What follows belongs to an exercise in optimizing a design on an open flow for small area and few clock cycles; a production flow would make more cautious choices.
No driver is modelled on the clock port, so clocking that relies on it looks cheaper here than on a real chip.
Power figures rest on the tool's default switching activity, not on a simulated workload.

## fdc_top
module fdc_top (
    input  wire        clk,
    input  wire        rst,           
    input  wire        cpu_req,
    input  wire        cpu_we,
    input  wire [2:0]  cpu_port,
    input  wire [7:0]  cpu_wdata,
    output reg         cpu_ack,
    output reg  [7:0]  cpu_rdata,
    input  wire        host_load,
    input  wire        host_eject,
    input  wire [20:0] med_size,
    output reg         med_re,
    output reg         med_we,
    output reg  [20:0] med_addr,
    output reg  [7:0]  med_wdata,
    input  wire [7:0]  med_rdata,
    output wire        irq,
    output wire        io_active,
    output reg         flush
);
Size: ~950 cells after synthesis.
==> flow/config.mk <==
export PLATFORM = sky130hd
export DESIGN_NAME = fdc_top
export DESIGN_NICKNAME = fdc_top
export VERILOG_FILES = /design/flow/design.v
export SDC_FILE = /design/flow/constraint.sdc
export NUM_CORES = 4
export LEC_CHECK = 0
export CAP_MARGIN = 20
export CORE_MARGIN = 2
export CORE_UTILIZATION = 40
export SLEW_MARGIN = 20

# own flow settings (flow/extra.mk)
export BUFFER_PORTS_ARGS = -buffer_cell sky130_fd_sc_hd__buf_1
export CTS_ARGS = -sink_clustering_enable -repair_clock_nets -dont_use_dummy_load -buf_list {sky130_fd_sc_hd__clkbuf_4}
==> flow/constraint.sdc <==
create_clock -name core_clock -period 10.0 [get_ports {clk}]
set_input_delay 2.0000 -clock core_clock [delete_from_list [all_inputs] [get_ports {clk}]]
set_output_delay 2.0000 -clock core_clock [all_outputs]
set_load 0.01 [all_outputs]
standard.sh (not shown) runs the stock make flow with config.mk's settings and CLKGATE_MAP_FILE= SYNTH_SCRIPT=/design/flow/synth_recipe.tcl, a recipe that flattens the netlist after the stock synthesis.
==> flow/flow/run.sh <==
#!/bin/bash
# Own layout flow: the standard flow (standard.sh) with two changes.
#  1. After the standard synthesis, the combinational logic between the
#     registers is mapped again by ABC with an area-oriented script
#     (remap.abc), from four random seeds in parallel; the smallest result is
#     kept. The registers stay exactly as the standard synthesis made them:
#     the same cells with the same names.
#  2. ORFS settings (extra.mk): port buffers as buf_1 cells, and a clock tree
#     of clkbuf_4 cells without dummy loads.
# Each step writes its full output to a log file of its own here.
set -euo pipefail
WORK=$PWD
RES=$WORK/orfs/results/$FLOW_PLATFORM/fdc_top/base
LIB=$FLOW_HOME/platforms/$FLOW_PLATFORM/lib/sky130_fd_sc_hd__tt_025C_1v80.lib

cat flow/extra.mk >> config.mk

# 1. the standard synthesis
bash standard.sh synth > log_1_synth.txt 2>&1
cp "$RES/1_2_yosys.v" "$WORK/synth_standard.v"

# 2. map the combinational logic again, keeping the registers
DONT_USE=$(awk '/^export DONT_USE_CELLS/ {on=1} on {print} on && !/\\$/ {on=0}' \
    "$FLOW_HOME/platforms/$FLOW_PLATFORM/config.mk" | sed 's/export DONT_USE_CELLS *+= *//; s/\\//g' | tr -s ' \n' ' ')
DU_ARGS=""
for c in $DONT_USE; do DU_ARGS="$DU_ARGS -dont_use $c"; done
for S in 1 2 3 4; do
    sed "s/@SEED@/$S/" flow/remap.abc > remap_$S.abc
    cat > remap_$S.ys <<YS
read_liberty -ignore_miss_func $LIB
read_verilog $WORK/synth_standard.v
hierarchy -top $FLOW_TOP
blackbox sky130_fd_sc_hd__*df*
flatten
opt_clean -purge
techmap
opt -fast
abc -script $WORK/remap_$S.abc -liberty $LIB $DU_ARGS
opt_clean -purge
hilomap -singleton -hicell sky130_fd_sc_hd__conb_1 HI -locell sky130_fd_sc_hd__conb_1 LO
insbuf -buf sky130_fd_sc_hd__buf_4 A X
opt_clean -purge
select -module $FLOW_TOP
tee -o $WORK/remap_$S.area stat -liberty $LIB
write_verilog -noattr -nohex -nodec -selected $WORK/synth_remapped_$S.v
YS
    yosys -s remap_$S.ys > log_2_remap_$S.txt 2>&1 &
done
wait
BEST=""
BEST_AREA=""
for S in 1 2 3 4; do
    A=$(grep 'Chip area' remap_$S.area | awk '{print $NF}' || true)
    echo "seed $S: area $A" >> log_2_remap.txt
    [[ -n "$A" && -f synth_remapped_$S.v ]] || continue
    if [[ -z "$BEST" ]] || awk -v a="$A" -v b="$BEST_AREA" 'BEGIN {exit !(a < b)}'; then
        BEST=$S
        BEST_AREA=$A
    fi
done
[[ -n "$BEST" ]] || { echo "no remapped netlist" >&2; exit 1; }
echo "kept seed $BEST" >> log_2_remap.txt
cp "synth_remapped_$BEST.v" "$WORK/synth_remapped.v"

# the registers must be those of the standard synthesis
regs() { grep -oE 'sky130_fd_sc_hd__[a-z]*df[a-z0-9_]* +[^ (]+' "$1" | sort; }
if ! cmp -s <(regs "$WORK/synth_standard.v") <(regs "$WORK/synth_remapped.v"); then
    echo "remapped netlist changed the registers" >&2
    exit 1
fi
cp "$WORK/synth_remapped.v" "$RES/1_2_yosys.v"
touch "$RES/1_2_yosys.v"

# 3. the rest of the standard flow, from the new netlist
bash standard.sh > log_3_layout.txt 2>&1
==> flow/flow/remap.abc <==
strash
&get -n
&deepsyn -T 75 -S @SEED@
&put
dch -f
amap -m -F 4 -A 8
Other scripts of this flow, unchanged in this note and not shown: flow/flow/extra.mk
Edit:
--- a/flow/config.mk
+++ b/flow/config.mk
@@ -8,5 +8,5 @@
 export CAP_MARGIN = 20
 export CORE_MARGIN = 2
-export CORE_UTILIZATION = 40
+export CORE_UTILIZATION = 55
 export SLEW_MARGIN = 20
 
What happened: The changed run passed the timing, DRC and antenna checks. Cell area went down by about 1.6%. Combinational power is about the same. Area after synthesis is unchanged. Fmax went up by 1.1%. Total power is about the same. Critical path depth stays the same. Clock power stays flat. Core utilization went up by 16 points.
Edit:
==> flow/flow/run.sh (replaced) <==
#!/bin/bash
# Own layout flow: the standard flow (standard.sh) with two changes.
#  1. After the standard synthesis, the combinational logic between the
#     registers is mapped again by ABC with an area-oriented script
#     (remap.abc). The registers stay exactly as the standard synthesis made
#     them: the same cells with the same names.
#  2. ORFS settings (extra.mk): port buffers as buf_1 cells, and a clock tree
#     of clkbuf_4 cells without dummy loads, whose buffers with a slow output
#     become clkbuf_8 cells after the clock tree is built (post_cts.tcl).
# Each step writes its full output to a log file of its own here.
set -euo pipefail
WORK=$PWD
RES=$WORK/orfs/results/$FLOW_PLATFORM/fdc_top/base
LIB=$FLOW_HOME/platforms/$FLOW_PLATFORM/lib/sky130_fd_sc_hd__tt_025C_1v80.lib

cat flow/extra.mk >> config.mk
echo "export POST_CTS_TCL = $WORK/flow/post_cts.tcl" >> config.mk

# 1. the standard synthesis
bash standard.sh synth > log_1_synth.txt 2>&1
cp "$RES/1_2_yosys.v" "$WORK/synth_standard.v"

# 2. map the combinational logic again, keeping the registers
DONT_USE=$(awk '/^export DONT_USE_CELLS/ {on=1} on {print} on && !/\\$/ {on=0}' \
    "$FLOW_HOME/platforms/$FLOW_PLATFORM/config.mk" | sed 's/export DONT_USE_CELLS *+= *//; s/\\//g' | tr -s ' \n' ' ')
DU_ARGS=""
for c in $DONT_USE; do DU_ARGS="$DU_ARGS -dont_use $c"; done
cat > remap.ys <<YS
read_liberty -ignore_miss_func $LIB
read_verilog $WORK/synth_standard.v
hierarchy -top $FLOW_TOP
blackbox sky130_fd_sc_hd__*df*
flatten
opt_clean -purge
techmap
opt -fast
abc -script $WORK/flow/remap.abc -liberty $LIB $DU_ARGS
opt_clean -purge
hilomap -singleton -hicell sky130_fd_sc_hd__conb_1 HI -locell sky130_fd_sc_hd__conb_1 LO
insbuf -buf sky130_fd_sc_hd__buf_4 A X
opt_clean -purge
select -module $FLOW_TOP
stat -liberty $LIB
write_verilog -noattr -nohex -nodec -selected $WORK/synth_remapped.v
YS
yosys -s remap.ys > log_2_remap.txt 2>&1
# the registers must be those of the standard synthesis
regs() { grep -oE 'sky130_fd_sc_hd__[a-z]*df[a-z0-9_]* +[^ (]+' "$1" | sort; }
if ! cmp -s <(regs "$WORK/synth_standard.v") <(regs "$WORK/synth_remapped.v"); then
    echo "remapped netlist changed the registers" >&2
    exit 1
fi
cp "$WORK/synth_remapped.v" "$RES/1_2_yosys.v"
touch "$RES/1_2_yosys.v"

# 3. the rest of the standard flow, from the new netlist
bash standard.sh > log_3_layout.txt 2>&1
==> flow/flow/post_cts.tcl (new file) <==
estimate_parasitics -placement
set fdc_upsized 0
foreach inst [[ord::get_db_block] getInsts] {
  if {[[$inst getMaster] getName] ne "sky130_fd_sc_hd__clkbuf_4"} { continue }
  set name [$inst getName]
  set slew [get_property [get_pins $name/X] slew_max]
  if {$slew > 0.100} {
    replace_cell [get_cells $name] sky130_fd_sc_hd__clkbuf_8
    incr fdc_upsized
  }
}
puts "post_cts: $fdc_upsized clock buffers upsized to clkbuf_8"
if {$fdc_upsized > 0} {
  detailed_placement
  check_placement -verbose
  estimate_parasitics -placement
}
==> flow/flow/remap.abc (replaced) <==
strash
&get -n
&deepsyn -T 60
&put
dch -f
amap -m -F 4 -A 8
--- a/flow/config.mk
+++ b/flow/config.mk
@@ -8,5 +8,5 @@
 export CAP_MARGIN = 20
 export CORE_MARGIN = 2
-export CORE_UTILIZATION = 55
+export CORE_UTILIZATION = 40
 export SLEW_MARGIN = 20
 
@@ -14,2 +14,3 @@
 export BUFFER_PORTS_ARGS = -buffer_cell sky130_fd_sc_hd__buf_1
 export CTS_ARGS = -sink_clustering_enable -repair_clock_nets -dont_use_dummy_load -buf_list {sky130_fd_sc_hd__clkbuf_4}
+export POST_CTS_TCL = /design/flow/flow/post_cts.tcl
Outcome: Global-route usage is lower by 7.0 points. Via count is higher by about 1.2%. Clock power is higher by 18%. Worst hold slack degrades by 0.017 ns. Final cell count is higher by 6.3%. Setup slack improves by 0.0040 ns. First-iteration DRC count is higher by about 15%. Sequential share of layout area is lower by 0.79 points.
Function was not checked in any run of this note: the RTL went through the layout flow alone.


fdc_top, a different RTL version from the one above (not shown whole).
For scale: roughly 970 cells after synthesis, roughly 89 I/O pins.
// fdc_top
module fdc_top (
    input  wire        clk,
    input  wire        rst,           
    input  wire        cpu_req,
    input  wire        cpu_we,
    input  wire [2:0]  cpu_port,
    input  wire [7:0]  cpu_wdata,
    output reg         cpu_ack,
    output reg  [7:0]  cpu_rdata,
    input  wire        host_load,
    input  wire        host_eject,
    input  wire [20:0] med_size,
    output reg         med_re,
    output reg         med_we,
    output reg  [20:0] med_addr,
    output reg  [7:0]  med_wdata,
    input  wire [7:0]  med_rdata,
    output wire        irq,
    output wire        io_active,
    output reg         flush
);
    localparam PH_IDLE = 2'd0, PH_CMD = 2'd1, PH_EXEC = 2'd2, PH_RES = 2'd3;
    localparam S_READY = 2'd0, S_RDWAIT = 2'd1, S_FMT = 2'd2;
    localparam H_INVALID = 4'b0000, H_SENSEINT = 4'b0001,
               H_SPECIFY = 4'b0010, H_SEEK     = 4'b0011,
               H_SENSEDRV = 4'b0100, H_RECAL   = 4'b0101,
               H_READID  = 4'b0110, H_FORMAT   = 4'b0111,
               H_WRDEL   = 4'b1000, H_RDTRACK  = 4'b1001, H_SCAN     = 4'b1010,
               H_RDDEL   = 4'b1011, H_WRDATA   = 4'b1100, H_RDDATA   = 4'b1101;
    reg [1:0]  state;
    reg [1:0]  phase;
    reg [3:0]  idx;
    reg [3:0]  hq;                
    reg [2:0]  cb1_q;
    reg [7:0]  cb2_q, cb3_q, cb4_q, cb5_q;
    reg [4:0]  st0_q;             
    reg        sd_present;        
    reg [9:0]  moved;
    reg        tohost;            
    reg [11:0] lba;
    reg        lba_oob;
    reg [8:0]  off_lo;
    reg        off_zhi;
    reg        off_ok;            
    reg        rd_ok;             
    reg [7:0]  cur_c, cur_h, cur_r, cur_n;
    reg [7:0]  pcn;
    reg        irq_q;
    reg        nondma;
    reg        present;
    reg        changed;
    wire no_pending = moved[9];
    wire last_byte  = !moved[9] && (moved[8:0] == 9'd511);
    assign irq       = irq_q;
    assign io_active = present && (phase != PH_IDLE || !no_pending);
    wire ready        = (state == S_READY);
    wire req          = ready && cpu_req;
    wire is_data_port = (cpu_port[2:1] == 2'd0);
  ...
export LEC_CHECK = 0
export CAP_MARGIN = 20
export CORE_MARGIN = 2
export CORE_UTILIZATION = 40
export SLEW_MARGIN = 20
export BUFFER_PORTS_ARGS = -buffer_cell sky130_fd_sc_hd__buf_1
export CTS_ARGS = -sink_clustering_enable -repair_clock_nets -dont_use_dummy_load -buf_list {sky130_fd_sc_hd__clkbuf_4}
export POST_CTS_TCL = /design/flow/flow/post_cts.tcl
create_clock -name core_clock -period 10.0 [get_ports {clk}]
==> flow/flow/run.sh <==
#!/bin/bash
# Own layout flow: the standard flow (standard.sh) with two changes.
#  1. After the standard synthesis, the combinational logic between the
#     registers is mapped again by ABC with an area-oriented script
#     (remap.abc). The registers stay exactly as the standard synthesis made
#     them: the same cells with the same names.
#  2. ORFS settings (extra.mk): port buffers as buf_1 cells, and a clock tree
#     of clkbuf_4 cells without dummy loads, whose buffers with a slow output
#     become clkbuf_8 cells after the clock tree is built (post_cts.tcl).
# Each step writes its full output to a log file of its own here.
set -euo pipefail
WORK=$PWD
RES=$WORK/orfs/results/$FLOW_PLATFORM/fdc_top/base
LIB=$FLOW_HOME/platforms/$FLOW_PLATFORM/lib/sky130_fd_sc_hd__tt_025C_1v80.lib

cat flow/extra.mk >> config.mk
echo "export POST_CTS_TCL = $WORK/flow/post_cts.tcl" >> config.mk

# 1. the standard synthesis
bash standard.sh synth > log_1_synth.txt 2>&1
cp "$RES/1_2_yosys.v" "$WORK/synth_standard.v"

# 2. map the combinational logic again, keeping the registers
DONT_USE=$(awk '/^export DONT_USE_CELLS/ {on=1} on {print} on && !/\\$/ {on=0}' \
    "$FLOW_HOME/platforms/$FLOW_PLATFORM/config.mk" | sed 's/export DONT_USE_CELLS *+= *//; s/\\//g' | tr -s ' \n' ' ')
DU_ARGS=""
for c in $DONT_USE; do DU_ARGS="$DU_ARGS -dont_use $c"; done
cat > remap.ys <<YS
read_liberty -ignore_miss_func $LIB
read_verilog $WORK/synth_standard.v
hierarchy -top $FLOW_TOP
blackbox sky130_fd_sc_hd__*df*
flatten
opt_clean -purge
techmap
opt -fast
abc -script $WORK/flow/remap.abc -liberty $LIB $DU_ARGS
opt_clean -purge
hilomap -singleton -hicell sky130_fd_sc_hd__conb_1 HI -locell sky130_fd_sc_hd__conb_1 LO
insbuf -buf sky130_fd_sc_hd__buf_4 A X
opt_clean -purge
select -module $FLOW_TOP
stat -liberty $LIB
write_verilog -noattr -nohex -nodec -selected $WORK/synth_remapped.v
YS
yosys -s remap.ys > log_2_remap.txt 2>&1
# the registers must be those of the standard synthesis
regs() { grep -oE 'sky130_fd_sc_hd__[a-z]*df[a-z0-9_]* +[^ (]+' "$1" | sort; }
if ! cmp -s <(regs "$WORK/synth_standard.v") <(regs "$WORK/synth_remapped.v"); then
    echo "remapped netlist changed the registers" >&2
    exit 1
fi
cp "$WORK/synth_remapped.v" "$RES/1_2_yosys.v"
touch "$RES/1_2_yosys.v"

# 3. the rest of the standard flow, from the new netlist
bash standard.sh > log_3_layout.txt 2>&1
==> flow/flow/extra.mk <==

# own flow settings (flow/extra.mk)
export BUFFER_PORTS_ARGS = -buffer_cell sky130_fd_sc_hd__buf_1
export CTS_ARGS = -sink_clustering_enable -repair_clock_nets -dont_use_dummy_load -buf_list {sky130_fd_sc_hd__clkbuf_4}
==> flow/flow/post_cts.tcl <==
estimate_parasitics -placement
set fdc_upsized 0
foreach inst [get_cells *] {
  if {[get_property [get_lib_cells -of_objects $inst] name] ne "sky130_fd_sc_hd__clkbuf_4"} { continue }
  set pin [get_pins -of_objects $inst -filter "direction == output"]
  set slew [get_property $pin slew_max]
  if {$slew > 0.100} {
    replace_cell $inst sky130_fd_sc_hd__clkbuf_8
    incr fdc_upsized
  }
}
puts "post_cts: $fdc_upsized clock buffers upsized to clkbuf_8"
if {$fdc_upsized > 0} {
  detailed_placement
  check_placement -verbose
  estimate_parasitics -placement
}
Other scripts of this flow, unchanged in this note and not shown: flow/flow/remap.abc
The first run aborted during clock tree synthesis with STA-2201.
Next try:
--- a/flow/flow/run.sh
+++ b/flow/flow/run.sh
@@ -6,6 +6,5 @@
 #     them: the same cells with the same names.
 #  2. ORFS settings (extra.mk): port buffers as buf_1 cells, and a clock tree
-#     of clkbuf_4 cells without dummy loads, whose buffers with a slow output
-#     become clkbuf_8 cells after the clock tree is built (post_cts.tcl).
+#     of clkbuf_4/clkbuf_8 cells without dummy loads.
 # Each step writes its full output to a log file of its own here.
 set -euo pipefail
@@ -15,5 +14,4 @@
 
 cat flow/extra.mk >> config.mk
-echo "export POST_CTS_TCL = $WORK/flow/post_cts.tcl" >> config.mk
 
 # 1. the standard synthesis
==> flow/flow/extra.mk (replaced) <==

# own flow settings (flow/extra.mk)
export BUFFER_PORTS_ARGS = -buffer_cell sky130_fd_sc_hd__buf_1
export CTS_ARGS = -sink_clustering_enable -repair_clock_nets -dont_use_dummy_load -sink_clustering_size 30 -sink_clustering_max_diameter 100 -buf_list {sky130_fd_sc_hd__clkbuf_4 sky130_fd_sc_hd__clkbuf_8}
export RECOVER_POWER = 100
Settings changed: CTS_ARGS -sink_clustering_enable -repair_clock_nets -dont_use_dummy_load -buf_list {sky130_fd_sc_hd__clkbuf_4} to -sink_clustering_enable -repair_clock_nets -dont_use_dummy_load -sink_clustering_size 30 -sink_clustering_max_diameter 100 -buf_list {sky130_fd_sc_hd__clkbuf_4 sky130_fd_sc_hd__clkbuf_8}, POST_CTS_TCL /design/flow/flow/post_cts.tcl to default, RECOVER_POWER from default to 100.
removed: flow/flow/post_cts.tcl
After rerunning:
- With this change the flow finished but failed the layout checks on max-capacitance violations, max-slew violations
- synthesized area is lower by 0.57%
- synthesized cell count drops by 0.93%
Function was not checked in any run of this note: the RTL went through the layout flow alone.

-- static timing again, ports no longer ideal --
No port has a modelled driver above. Below, the same layouts with a new extraction and two added sets of constraints. Step 1: set_driving_cell puts a clkbuf_16 on clk and a buf_2 on each other input, an assumption about the parent block. Step 2 times the ports against the registers' clock, not the clock port: input delays grow and output delays shrink by t, the midpoint of the rising clock arrivals with the driver on. Three values: ideal ports, drivers, drivers and shift; two values: the first two.
run | t, ns | slack for setup (ns) | worst hold slack (ns) | worst setup path after step 2 | pins driven straight from the clock port
the first run of note 1 | 0.581 | 0.472 / 0.448 / 0.448 | 0.459 / 0.459 / 0.459 | input to output | 1
the second run of note 1 | 0.583 | 0.577 / 0.557 / 0.557 | 0.463 / 0.463 / 0.463 | input to output | 1
the third run of note 1 | 0.470 | 0.581 / 0.555 / 0.555 | 0.446 / 0.446 / 0.446 | input to output | 1
the second run of note 2 | 0.485 | 1.125 / 1.100 / 1.100 | 0.470 / 0.470 / 0.470 | input to output | 1
For the third run of note 1, which loses most, drivers alone change the setup slack by -0.026 ns; drivers and shift together by -0.026 ns.
